This design comes from an exercise in tuning for small area, a short achievable clock period and few clock cycles on the open sky130 flow, not from production work. In this exercise RTL edits were held to simulation tests only and were not proved equivalent to the original.

==> 11-13: inputs <==
// pll_solver
module pll_solver (
    input  wire        clk,
    input  wire        rst_n,
    input  wire        in_valid,
    output reg         in_ready,
    input  wire [31:0] in_t,
    output reg         out_valid,
    input  wire        out_ready,
    output reg         out_found,
    output reg  [7:0]  out_fb,
    output reg  [1:0]  out_refdiv,
    output reg  [2:0]  out_post1,
    output reg  [2:0]  out_post2,
    output reg         out_hf,
    output reg  [12:0] out_f_num,
    output reg  [6:0]  out_f_den,
    output reg  [87:0] out_frame
);
clock: 38.0 ns
lec_check: 0
abc_area: 1
cap_margin: 20
core_margin: 2
core_utilization: 65
place_density: 0.75
slew_margin: 20
run.sh (not shown) runs the stock make flow with config.mk's settings and CLKGATE_MAP_FILE= SYNTH_SCRIPT=/design/flow/synth_recipe.tcl, a recipe that flattens the netlist after the stock synthesis.
==> 09-02: changes against 11-13 <==
--- a/flow/design.v
+++ b/flow/design.v
@@ -442,14 +442,14 @@
     wire [4:0]  s1_g = s1_s ? (5'd25 - s1_f) : s1_f;
     wire [35:0] cs16_s = csum((s1_m36 << 4), (s1_m36 << 3), s1_m36);
     wire [35:0] cs16_c = ccar((s1_m36 << 4), (s1_m36 << 3), s1_m36);
     wire [35:0] cs17_s = csum({31'd0, s1_g}, cs16_s, cs16_c);
     wire [35:0] cs17_c = ccar({31'd0, s1_g}, cs16_s, cs16_c);
-    wire [35:0] s1_v36 = badd(cs17_s, cs17_c, 1'b0);
+    wire [35:0] s1_v36 = cs17_s + cs17_c + {35'd0, 1'b0};
     wire [20:0] s1_v = s1_v36[20:0];
-    wire        s1_ok = s1_val & ~le32(32'd65536, {11'd0, s1_v}) & ~big2;    
-    wire [27:0] s1_key = {~s1_ok, s1_v, s1_ord};
+    wire        s1_ok = s1_val & (le32({17'd0, s1_mag}, 32'd2620) | ((s1_mag == 15'd2621) & (s1_g < 5'd11))) & ~big2;    
+    wire [23:0] s1_key = {~s1_ok, s1_v[16:0], s1_ord};    
     wire [4:0] s3_f;
     assign s3_f[0] = (b2 == 5'd1) | (b2 == 5'd3) | (b2 == 5'd5) | (b2 == 5'd7) | (b2 == 5'd10) | (b2 == 5'd12) | (b2 == 5'd14) | (b2 == 5'd16) | (b2 == 5'd17) | (b2 == 5'd19) | (b2 == 5'd21) | (b2 == 5'd23);
     assign s3_f[1] = (b2 == 5'd1) | (b2 == 5'd2) | (b2 == 5'd5) | (b2 == 5'd6) | (b2 == 5'd9) | (b2 == 5'd12) | (b2 == 5'd13) | (b2 == 5'd16) | (b2 == 5'd19) | (b2 == 5'd20) | (b2 == 5'd23) | (b2 == 5'd24);
     assign s3_f[2] = (b2 == 5'd2) | (b2 == 5'd4) | (b2 == 5'd5) | (b2 == 5'd7) | (b2 == 5'd10) | (b2 == 5'd13) | (b2 == 5'd15) | (b2 == 5'd16) | (b2 == 5'd18) | (b2 == 5'd19) | (b2 == 5'd21) | (b2 == 5'd24);
     assign s3_f[3] = (b2 == 5'd3) | (b2 == 5'd4) | (b2 == 5'd5) | (b2 == 5'd8) | (b2 == 5'd11) | (b2 == 5'd12) | (b2 == 5'd13) | (b2 == 5'd20) | (b2 == 5'd21);
@@ -475,14 +475,14 @@
     wire [4:0]  s3_g = s3_s ? (5'd25 - s3_f) : s3_f;
     wire [35:0] cs18_s = csum((s3_m36 << 4), (s3_m36 << 3), s3_m36);
     wire [35:0] cs18_c = ccar((s3_m36 << 4), (s3_m36 << 3), s3_m36);
     wire [35:0] cs19_s = csum({31'd0, s3_g}, cs18_s, cs18_c);
     wire [35:0] cs19_c = ccar({31'd0, s3_g}, cs18_s, cs18_c);
-    wire [35:0] s3_v36 = badd(cs19_s, cs19_c, 1'b0);
+    wire [35:0] s3_v36 = cs19_s + cs19_c + {35'd0, 1'b0};
     wire [20:0] s3_v = s3_v36[20:0];
-    wire        s3_ok = s3_val & ~le32(32'd196608, {11'd0, s3_v}) & ~big2;    
-    wire [27:0] s3_key = {~s3_ok, s3_v, s3_ord};
+    wire        s3_ok = s3_val & (le32({17'd0, s3_mag}, 32'd7863) | ((s3_mag == 15'd7864) & (s3_g < 5'd8))) & ~big2;    
+    wire [24:0] s3_key = {~s3_ok, s3_v[17:0], s3_ord};    
     wire [4:0] s5_f;
     assign s5_f[0] = (b2 == 5'd1) | (b2 == 5'd3) | (b2 == 5'd6) | (b2 == 5'd8) | (b2 == 5'd11) | (b2 == 5'd13) | (b2 == 5'd16) | (b2 == 5'd18) | (b2 == 5'd21) | (b2 == 5'd23);
     assign s5_f[1] = (b2 == 5'd2) | (b2 == 5'd3) | (b2 == 5'd7) | (b2 == 5'd8) | (b2 == 5'd12) | (b2 == 5'd13) | (b2 == 5'd17) | (b2 == 5'd18) | (b2 == 5'd22) | (b2 == 5'd23);
     assign s5_f[2] = (b2 == 5'd1) | (b2 == 5'd3) | (b2 == 5'd4) | (b2 == 5'd6) | (b2 == 5'd8) | (b2 == 5'd9) | (b2 == 5'd11) | (b2 == 5'd13) | (b2 == 5'd14) | (b2 == 5'd16) | (b2 == 5'd18) | (b2 == 5'd19) | (b2 == 5'd21) | (b2 == 5'd23) | (b2 == 5'd24);
     assign s5_f[3] = (b2 == 5'd2) | (b2 == 5'd3) | (b2 == 5'd7) | (b2 == 5'd8) | (b2 == 5'd12) | (b2 == 5'd13) | (b2 == 5'd17) | (b2 == 5'd18) | (b2 == 5'd22) | (b2 == 5'd23);
@@ -508,14 +508,14 @@
     assign s5_g5[0] = (s5_g == 5'd5) | (s5_g == 5'd15) | (s5_g == 5'd25);
     assign s5_g5[1] = (s5_g == 5'd10) | (s5_g == 5'd15);
     assign s5_g5[2] = (s5_g == 5'd20) | (s5_g == 5'd25);
     wire [35:0] cs20_s = csum((s5_m36 << 2), s5_m36, {33'd0, s5_g5});
     wire [35:0] cs20_c = ccar((s5_m36 << 2), s5_m36, {33'd0, s5_g5});
-    wire [35:0] s5_v36 = badd(cs20_s, cs20_c, 1'b0);
+    wire [35:0] s5_v36 = cs20_s + cs20_c + {35'd0, 1'b0};
     wire [20:0] s5_v = s5_v36[20:0];
-    wire        s5_ok = s5_val & ~le32(32'd65536, {11'd0, s5_v}) & ~big2;    
-    wire [27:0] s5_key = {~s5_ok, s5_v, s5_ord};
+    wire        s5_ok = s5_val & (le32({17'd0, s5_mag}, 32'd13106) | ((s5_mag == 15'd13107) & (s5_g5 < 5'd1))) & ~big2;    
+    wire [23:0] s5_key = {~s5_ok, s5_v[16:0], s5_ord};    
     wire [4:0] s7_f;
     assign s7_f[0] = (b2 == 5'd1) | (b2 == 5'd3) | (b2 == 5'd4) | (b2 == 5'd6) | (b2 == 5'd9) | (b2 == 5'd12) | (b2 == 5'd14) | (b2 == 5'd15) | (b2 == 5'd17) | (b2 == 5'd18) | (b2 == 5'd20) | (b2 == 5'd23);
     assign s7_f[1] = (b2 == 5'd1) | (b2 == 5'd2) | (b2 == 5'd4) | (b2 == 5'd5) | (b2 == 5'd8) | (b2 == 5'd11) | (b2 == 5'd14) | (b2 == 5'd17) | (b2 == 5'd20) | (b2 == 5'd21) | (b2 == 5'd23) | (b2 == 5'd24);
     assign s7_f[2] = (b2 == 5'd1) | (b2 == 5'd2) | (b2 == 5'd3) | (b2 == 5'd8) | (b2 == 5'd9) | (b2 == 5'd10) | (b2 == 5'd14) | (b2 == 5'd15) | (b2 == 5'd16) | (b2 == 5'd20) | (b2 == 5'd21) | (b2 == 5'd22);
     assign s7_f[3] = (b2 == 5'd2) | (b2 == 5'd5) | (b2 == 5'd7) | (b2 == 5'd9) | (b2 == 5'd12) | (b2 == 5'd16) | (b2 == 5'd19) | (b2 == 5'd20) | (b2 == 5'd23);
@@ -539,14 +539,14 @@
     wire [4:0]  s7_g = s7_s ? (5'd25 - s7_f) : s7_f;
     wire [35:0] cs21_s = csum((s7_m36 << 4), (s7_m36 << 3), s7_m36);
     wire [35:0] cs21_c = ccar((s7_m36 << 4), (s7_m36 << 3), s7_m36);
     wire [35:0] cs22_s = csum({31'd0, s7_g}, cs21_s, cs21_c);
     wire [35:0] cs22_c = ccar({31'd0, s7_g}, cs21_s, cs21_c);
-    wire [35:0] s7_v36 = badd(cs22_s, cs22_c, 1'b0);
+    wire [35:0] s7_v36 = cs22_s + cs22_c + {35'd0, 1'b0};
     wire [20:0] s7_v = s7_v36[20:0];
-    wire        s7_ok = s7_val & ~le32(32'd458752, {11'd0, s7_v}) & ~big2;    
-    wire [27:0] s7_key = {~s7_ok, s7_v, s7_ord};
+    wire        s7_ok = s7_val & (le32({17'd0, s7_mag}, 32'd18349) | ((s7_mag == 15'd18350) & (s7_g < 5'd2))) & ~big2;    
+    wire [25:0] s7_key = {~s7_ok, s7_v[18:0], s7_ord};    
     wire [4:0] s9_f;
     assign s9_f[0] = (b2 == 5'd1) | (b2 == 5'd4) | (b2 == 5'd7) | (b2 == 5'd10) | (b2 == 5'd13) | (b2 == 5'd14) | (b2 == 5'd16) | (b2 == 5'd17) | (b2 == 5'd19) | (b2 == 5'd20) | (b2 == 5'd22) | (b2 == 5'd23);
     assign s9_f[1] = (b2 == 5'd2) | (b2 == 5'd3) | (b2 == 5'd4) | (b2 == 5'd8) | (b2 == 5'd9) | (b2 == 5'd10) | (b2 == 5'd15) | (b2 == 5'd16) | (b2 == 5'd17) | (b2 == 5'd21) | (b2 == 5'd22) | (b2 == 5'd23);
     assign s9_f[2] = (b2 == 5'd5) | (b2 == 5'd6) | (b2 == 5'd7) | (b2 == 5'd8) | (b2 == 5'd9) | (b2 == 5'd10) | (b2 == 5'd18) | (b2 == 5'd19) | (b2 == 5'd20) | (b2 == 5'd21) | (b2 == 5'd22) | (b2 == 5'd23);
     assign s9_f[3] = (b2 == 5'd1) | (b2 == 5'd4) | (b2 == 5'd7) | (b2 == 5'd10) | (b2 == 5'd11) | (b2 == 5'd12) | (b2 == 5'd15) | (b2 == 5'd18) | (b2 == 5'd21);
@@ -586,12 +586,12 @@
     wire [35:0] cs24_c = ccar((s9_m36 << 8), (s9_m36 << 10), {25'd0, s9_cg});
     wire [35:0] cs25_s = csum(cs23_s, cs23_c, cs24_s);
     wire [35:0] cs25_c = ccar(cs23_s, cs23_c, cs24_s);
     wire [35:0] cs26_s = csum(cs24_c, cs25_s, cs25_c);
     wire [35:0] cs26_c = ccar(cs24_c, cs25_s, cs25_c);
-    wire [35:0] s9_E36 = badd(cs26_s, cs26_c, 1'b1);
-    wire        s9_ok = s9_val & ~le32(32'd28901376, s9_E36[31:0]) & ~big2;    
+    wire [35:0] s9_E36 = cs26_s + cs26_c + {35'd0, 1'b1};
+    wire        s9_ok = s9_val & (le32({17'd0, s9_mag}, 32'd23591) | ((s9_mag == 15'd23592) & (s9_g < 5'd24))) & ~big2;    
     wire [31:0] s9_key = {~s9_ok, s9_E36[24:0], s9_ord};
     wire [4:0] s15_f;
     assign s15_f[0] = (b2 == 5'd1) | (b2 == 5'd2) | (b2 == 5'd6) | (b2 == 5'd7) | (b2 == 5'd11) | (b2 == 5'd12) | (b2 == 5'd16) | (b2 == 5'd17) | (b2 == 5'd21) | (b2 == 5'd22);
     assign s15_f[1] = (b2 == 5'd1) | (b2 == 5'd4) | (b2 == 5'd6) | (b2 == 5'd9) | (b2 == 5'd11) | (b2 == 5'd14) | (b2 == 5'd16) | (b2 == 5'd19) | (b2 == 5'd21) | (b2 == 5'd24);
     assign s15_f[2] = (b2 == 5'd1) | (b2 == 5'd2) | (b2 == 5'd3) | (b2 == 5'd6) | (b2 == 5'd7) | (b2 == 5'd8) | (b2 == 5'd11) | (b2 == 5'd12) | (b2 == 5'd13) | (b2 == 5'd16) | (b2 == 5'd17) | (b2 == 5'd18) | (b2 == 5'd21) | (b2 == 5'd22) | (b2 == 5'd23);
@@ -616,14 +616,14 @@
     assign s15_g5[0] = (s15_g == 5'd5) | (s15_g == 5'd15) | (s15_g == 5'd25);
     assign s15_g5[1] = (s15_g == 5'd10) | (s15_g == 5'd15);
     assign s15_g5[2] = (s15_g == 5'd20) | (s15_g == 5'd25);
     wire [35:0] cs27_s = csum((s15_m36 << 2), s15_m36, {33'd0, s15_g5});
     wire [35:0] cs27_c = ccar((s15_m36 << 2), s15_m36, {33'd0, s15_g5});
-    wire [35:0] s15_v36 = badd(cs27_s, cs27_c, 1'b0);
+    wire [35:0] s15_v36 = cs27_s + cs27_c + {35'd0, 1'b0};
     wire [20:0] s15_v = s15_v36[20:0];
     wire        s15_ok = s15_val & ~big2;
-    wire [27:0] s15_key = {~s15_ok, s15_v, s15_ord};
+    wire [24:0] s15_key = {~s15_ok, s15_v[17:0], s15_ord};    
     wire [4:0] s21_f;
     assign s21_f[0] = (b2 == 5'd1) | (b2 == 5'd2) | (b2 == 5'd3) | (b2 == 5'd4) | (b2 == 5'd5) | (b2 == 5'd6) | (b2 == 5'd13) | (b2 == 5'd14) | (b2 == 5'd15) | (b2 == 5'd16) | (b2 == 5'd17) | (b2 == 5'd18);
     assign s21_f[1] = (b2 == 5'd7) | (b2 == 5'd8) | (b2 == 5'd9) | (b2 == 5'd10) | (b2 == 5'd11) | (b2 == 5'd12) | (b2 == 5'd13) | (b2 == 5'd14) | (b2 == 5'd15) | (b2 == 5'd16) | (b2 == 5'd17) | (b2 == 5'd18);
     assign s21_f[2] = (b2 == 5'd1) | (b2 == 5'd3) | (b2 == 5'd5) | (b2 == 5'd7) | (b2 == 5'd9) | (b2 == 5'd11) | (b2 == 5'd13) | (b2 == 5'd15) | (b2 == 5'd17) | (b2 == 5'd20) | (b2 == 5'd22) | (b2 == 5'd24);
     assign s21_f[3] = (b2 == 5'd3) | (b2 == 5'd4) | (b2 == 5'd9) | (b2 == 5'd10) | (b2 == 5'd15) | (b2 == 5'd16) | (b2 == 5'd19) | (b2 == 5'd22) | (b2 == 5'd23);
@@ -659,11 +659,11 @@
     wire [35:0] cs28_c = ccar(s21_m36, ~(s21_m36 << 2), (s21_m36 << 4));
     wire [35:0] cs29_s = csum((s21_m36 << 9), {25'd0, s21_cg}, cs28_s);
     wire [35:0] cs29_c = ccar((s21_m36 << 9), {25'd0, s21_cg}, cs28_s);
     wire [35:0] cs30_s = csum(cs28_c, cs29_s, cs29_c);
     wire [35:0] cs30_c = ccar(cs28_c, cs29_s, cs29_c);
-    wire [35:0] s21_E36 = badd(cs30_s, cs30_c, 1'b1);
+    wire [35:0] s21_E36 = cs30_s + cs30_c + {35'd0, 1'b1};
     wire        s21_ok = s21_val & ~big2;
     wire [31:0] s21_key = {~s21_ok, s21_E36[24:0], s21_ord};
     wire [4:0] s25_f;
     assign s25_f[0] = 1'b0;
     assign s25_f[1] = 1'b0;
@@ -683,11 +683,11 @@
     end
     wire [35:0] s25_m36 = {21'd0, s25_mag};
     wire [35:0] s25_v36 = badd(s25_m36, 36'd0, s25_s);
     wire [20:0] s25_v = s25_v36[20:0];
     wire        s25_ok = s25_val & ~big2;
-    wire [27:0] s25_key = {~s25_ok, s25_v, s25_ord};
+    wire [23:0] s25_key = {~s25_ok, s25_v[16:0], s25_ord};    
     wire [4:0] s35_f;
     assign s35_f[0] = (b2 == 5'd3) | (b2 == 5'd4) | (b2 == 5'd8) | (b2 == 5'd9) | (b2 == 5'd13) | (b2 == 5'd14) | (b2 == 5'd18) | (b2 == 5'd19) | (b2 == 5'd23) | (b2 == 5'd24);
     assign s35_f[1] = (b2 == 5'd1) | (b2 == 5'd4) | (b2 == 5'd6) | (b2 == 5'd9) | (b2 == 5'd11) | (b2 == 5'd14) | (b2 == 5'd16) | (b2 == 5'd19) | (b2 == 5'd21) | (b2 == 5'd24);
     assign s35_f[2] = (b2 == 5'd2) | (b2 == 5'd3) | (b2 == 5'd4) | (b2 == 5'd7) | (b2 == 5'd8) | (b2 == 5'd9) | (b2 == 5'd12) | (b2 == 5'd13) | (b2 == 5'd14) | (b2 == 5'd17) | (b2 == 5'd18) | (b2 == 5'd19) | (b2 == 5'd22) | (b2 == 5'd23) | (b2 == 5'd24);
     assign s35_f[3] = (b2 == 5'd1) | (b2 == 5'd4) | (b2 == 5'd6) | (b2 == 5'd9) | (b2 == 5'd11) | (b2 == 5'd14) | (b2 == 5'd16) | (b2 == 5'd19) | (b2 == 5'd21) | (b2 == 5'd24);
@@ -709,14 +709,14 @@
     assign s35_g5[0] = (s35_g == 5'd5) | (s35_g == 5'd15) | (s35_g == 5'd25);
     assign s35_g5[1] = (s35_g == 5'd10) | (s35_g == 5'd15);
     assign s35_g5[2] = (s35_g == 5'd20) | (s35_g == 5'd25);
     wire [35:0] cs31_s = csum((s35_m36 << 2), s35_m36, {33'd0, s35_g5});
     wire [35:0] cs31_c = ccar((s35_m36 << 2), s35_m36, {33'd0, s35_g5});
-    wire [35:0] s35_v36 = badd(cs31_s, cs31_c, 1'b0);
+    wire [35:0] s35_v36 = cs31_s + cs31_c + {35'd0, 1'b0};
     wire [20:0] s35_v = s35_v36[20:0];
     wire        s35_ok = s35_val & ~big2;
-    wire [27:0] s35_key = {~s35_ok, s35_v, s35_ord};
+    wire [25:0] s35_key = {~s35_ok, s35_v[18:0], s35_ord};    
     wire [4:0] s49_f;
     assign s49_f[0] = (b2 == 5'd2) | (b2 == 5'd4) | (b2 == 5'd6) | (b2 == 5'd8) | (b2 == 5'd10) | (b2 == 5'd12) | (b2 == 5'd14) | (b2 == 5'd16) | (b2 == 5'd18) | (b2 == 5'd20) | (b2 == 5'd22) | (b2 == 5'd24);
     assign s49_f[1] = (b2 == 5'd2) | (b2 == 5'd3) | (b2 == 5'd6) | (b2 == 5'd7) | (b2 == 5'd10) | (b2 == 5'd11) | (b2 == 5'd14) | (b2 == 5'd15) | (b2 == 5'd18) | (b2 == 5'd19) | (b2 == 5'd22) | (b2 == 5'd23);
     assign s49_f[2] = (b2 == 5'd2) | (b2 == 5'd3) | (b2 == 5'd4) | (b2 == 5'd5) | (b2 == 5'd10) | (b2 == 5'd11) | (b2 == 5'd12) | (b2 == 5'd13) | (b2 == 5'd18) | (b2 == 5'd19) | (b2 == 5'd20) | (b2 == 5'd21);
     assign s49_f[3] = (b2 == 5'd1) | (b2 == 5'd10) | (b2 == 5'd11) | (b2 == 5'd12) | (b2 == 5'd13) | (b2 == 5'd14) | (b2 == 5'd15) | (b2 == 5'd16) | (b2 == 5'd17);
@@ -748,33 +748,33 @@
     assign s49_cg[10] = 1'b0;
     wire [35:0] cs32_s = csum(s49_m36, ~(s49_m36 << 5), (s49_m36 << 8));
     wire [35:0] cs32_c = ccar(s49_m36, ~(s49_m36 << 5), (s49_m36 << 8));
     wire [35:0] cs33_s = csum({25'd0, s49_cg}, cs32_s, cs32_c);
     wire [35:0] cs33_c = ccar({25'd0, s49_cg}, cs32_s, cs32_c);
-    wire [35:0] s49_E36 = badd(cs33_s, cs33_c, 1'b1);
+    wire [35:0] s49_E36 = cs33_s + cs33_c + {35'd0, 1'b1};
     wire        s49_ok = s49_val & ~big2;
     wire [31:0] s49_key = {~s49_ok, s49_E36[24:0], s49_ord};
-    wire        ga_ab = le32({4'd0, s1_key}, {4'd0, s5_key});
-    wire        ga_ac = le32({4'd0, s1_key}, {4'd0, s25_key});
-    wire        ga_bc = le32({4'd0, s5_key}, {4'd0, s25_key});
+    wire        ga_ab = le32({8'd0, s1_key}, {8'd0, s5_key});
+    wire        ga_ac = le32({8'd0, s1_key}, {8'd0, s25_key});
+    wire        ga_bc = le32({8'd0, s5_key}, {8'd0, s25_key});
     wire        ga_sa = ga_ab & ga_ac;
     wire        ga_sb = ~ga_ab & ga_bc;
-    wire [27:0] ga_key = ga_sa ? s1_key : (ga_sb ? s5_key : s25_key);
+    wire [23:0] ga_key = ga_sa ? s1_key : (ga_sb ? s5_key : s25_key);
     wire [8:0]  ga_u = ga_sa ? s1_u : (ga_sb ? s5_u : s25_u);
-    wire        gb_a = le32({4'd0, s3_key}, {4'd0, s15_key});
-    wire [27:0] gb_key = gb_a ? s3_key : s15_key;
+    wire        gb_a = le32({7'd0, s3_key}, {7'd0, s15_key});
+    wire [24:0] gb_key = gb_a ? s3_key : s15_key;
     wire [8:0]  gb_u = gb_a ? s3_u : s15_u;
-    wire        gc_a = le32({4'd0, s7_key}, {4'd0, s35_key});
-    wire [27:0] gc_key = gc_a ? s7_key : s35_key;
+    wire        gc_a = le32({6'd0, s7_key}, {6'd0, s35_key});
+    wire [25:0] gc_key = gc_a ? s7_key : s35_key;
     wire [8:0]  gc_u = gc_a ? s7_u : s35_u;
-    reg  [27:0] ga_key_r;
+    reg  [23:0] ga_key_r;
     reg  [8:0]  ga_u_r;
     always @(posedge clk) begin ga_key_r <= ga_key; ga_u_r <= ga_u; end
-    reg  [27:0] gb_key_r;
+    reg  [24:0] gb_key_r;
     reg  [8:0]  gb_u_r;
     always @(posedge clk) begin gb_key_r <= gb_key; gb_u_r <= gb_u; end
-    reg  [27:0] gc_key_r;
+    reg  [25:0] gc_key_r;
     reg  [8:0]  gc_u_r;
     always @(posedge clk) begin gc_key_r <= gc_key; gc_u_r <= gc_u; end
     reg  [31:0] s9_key_r;
     reg  [8:0]  s9_u_r;
     always @(posedge clk) begin s9_key_r <= s9_key; s9_u_r <= s9_u; end
@@ -782,29 +782,29 @@
     reg  [8:0]  s21_u_r;
     always @(posedge clk) begin s21_key_r <= s21_key; s21_u_r <= s21_u; end
     reg  [31:0] s49_key_r;
     reg  [8:0]  s49_u_r;
     always @(posedge clk) begin s49_key_r <= s49_key; s49_u_r <= s49_u; end
-    wire [35:0] e441_v36 = {15'd0, ga_key_r[26:6]};
+    wire [35:0] e441_v36 = {19'd0, ga_key_r[22:6]};
     wire [35:0] cs34_s = csum(e441_v36, ~(e441_v36 << 3), ~(e441_v36 << 6));
     wire [35:0] cs34_c = ccar(e441_v36, ~(e441_v36 << 3), ~(e441_v36 << 6));
     wire [35:0] cs35_s = csum((e441_v36 << 9), 36'd1, cs34_s);
     wire [35:0] cs35_c = ccar((e441_v36 << 9), 36'd1, cs34_s);
     wire [35:0] cs36_s = csum(cs34_c, cs35_s, cs35_c);
     wire [35:0] cs36_c = ccar(cs34_c, cs35_s, cs35_c);
-    wire [35:0] e441_E36 = badd(cs36_s, cs36_c, 1'b1);
-    wire [31:0] e441_key = {ga_key_r[27], e441_E36[24:0], ga_key_r[5:0]};
-    wire [35:0] e147_v36 = {15'd0, gb_key_r[26:6]};
+    wire [35:0] e441_E36 = cs36_s + cs36_c + {35'd0, 1'b1};
+    wire [31:0] e441_key = {ga_key_r[23], e441_E36[24:0], ga_key_r[5:0]};
+    wire [35:0] e147_v36 = {18'd0, gb_key_r[23:6]};
     wire [35:0] cs37_s = csum(~e147_v36, (e147_v36 << 2), (e147_v36 << 4));
     wire [35:0] cs37_c = ccar(~e147_v36, (e147_v36 << 2), (e147_v36 << 4));
     wire [35:0] cs38_s = csum((e147_v36 << 7), cs37_s, cs37_c);
     wire [35:0] cs38_c = ccar((e147_v36 << 7), cs37_s, cs37_c);
-    wire [35:0] e147_E36 = badd(cs38_s, cs38_c, 1'b1);
-    wire [31:0] e147_key = {gb_key_r[27], e147_E36[24:0], gb_key_r[5:0]};
-    wire [35:0] e63_v36 = {15'd0, gc_key_r[26:6]};
-    wire [35:0] e63_E36 = badd(~e63_v36, (e63_v36 << 6), 1'b1);
-    wire [31:0] e63_key = {gc_key_r[27], e63_E36[24:0], gc_key_r[5:0]};
+    wire [35:0] e147_E36 = cs38_s + cs38_c + {35'd0, 1'b1};
+    wire [31:0] e147_key = {gb_key_r[24], e147_E36[24:0], gb_key_r[5:0]};
+    wire [35:0] e63_v36 = {17'd0, gc_key_r[24:6]};
+    wire [35:0] e63_E36 = ~e63_v36 + (e63_v36 << 6) + {35'd0, 1'b1};
+    wire [31:0] e63_key = {gc_key_r[25], e63_E36[24:0], gc_key_r[5:0]};
     wire        mb0_a = le32(s9_key_r, s21_key_r);
     wire [31:0] mb0_key = mb0_a ? s9_key_r : s21_key_r;
     wire [8:0]  mb0_u = mb0_a ? s9_u_r : s21_u_r;
     wire        mb_a = le32(mb0_key, s49_key_r);
     wire [31:0] mb_key = mb_a ? mb0_key : s49_key_r;
Settings changed: CORE_UTILIZATION 65 to 55, PLACE_DENSITY 0.75 to 0.7.
==> notes <==
- In 09-02 the clock skew is higher than in 11-13, by 0.021 ns.
- Between 09-02 and 11-13, the lower die area is in 11-13 (gap about 18%, measured against 11-13).
- Against 11-13, the utilization of 09-02 is lower by 10 points.
- Between 11-13 and 09-02, the lower global-route usage is in 09-02 (gap 5.6 points).
- In 09-02 the clock-buffer cell count is higher than in 11-13, by 17.
- Of 09-02 and 11-13, 11-13 has the higher sequential share of layout area (gap 0.29 points).
Testbench counts of 11-13, summed over its fixed seeds: cycles 2,448.
Testbench counts of 09-02, summed over its fixed seeds: cycles 2,448.

static timing again, ports no longer ideal:
The results above use ideal ports. As a check the final layouts listed here were re-extracted and re-timed, cells and wires unchanged.
Step 1, drivers: a clkbuf_16 drives clk and a buf_2 each remaining input, both assumed.
Step 2 also shifts input and output timing later by t, the mid clock arrival at the registers, as if the neighbouring blocks saw the same clock.
a / b / c = ideal ports / drivers / drivers and shift; a / b = the first two.
run | t (ns) | setup WS [ns] | worst setup path after step 2 | clock arrival spread, ns | worst slew at a driven data input, ns
11-13 | 0.776 | 28.267 / 28.267 / 28.267 | register to register | 0.044 / 0.043 | 0.04
09-02 | 0.799 | 28.681 / 28.601 / 28.324 | input to register | 0.065 / 0.064 | 0.04
After both steps setup and hold are still met in every run listed. The setup slack of 09-02, which loses most, moves by -0.080 ns with the drivers and by -0.357 ns with both steps.
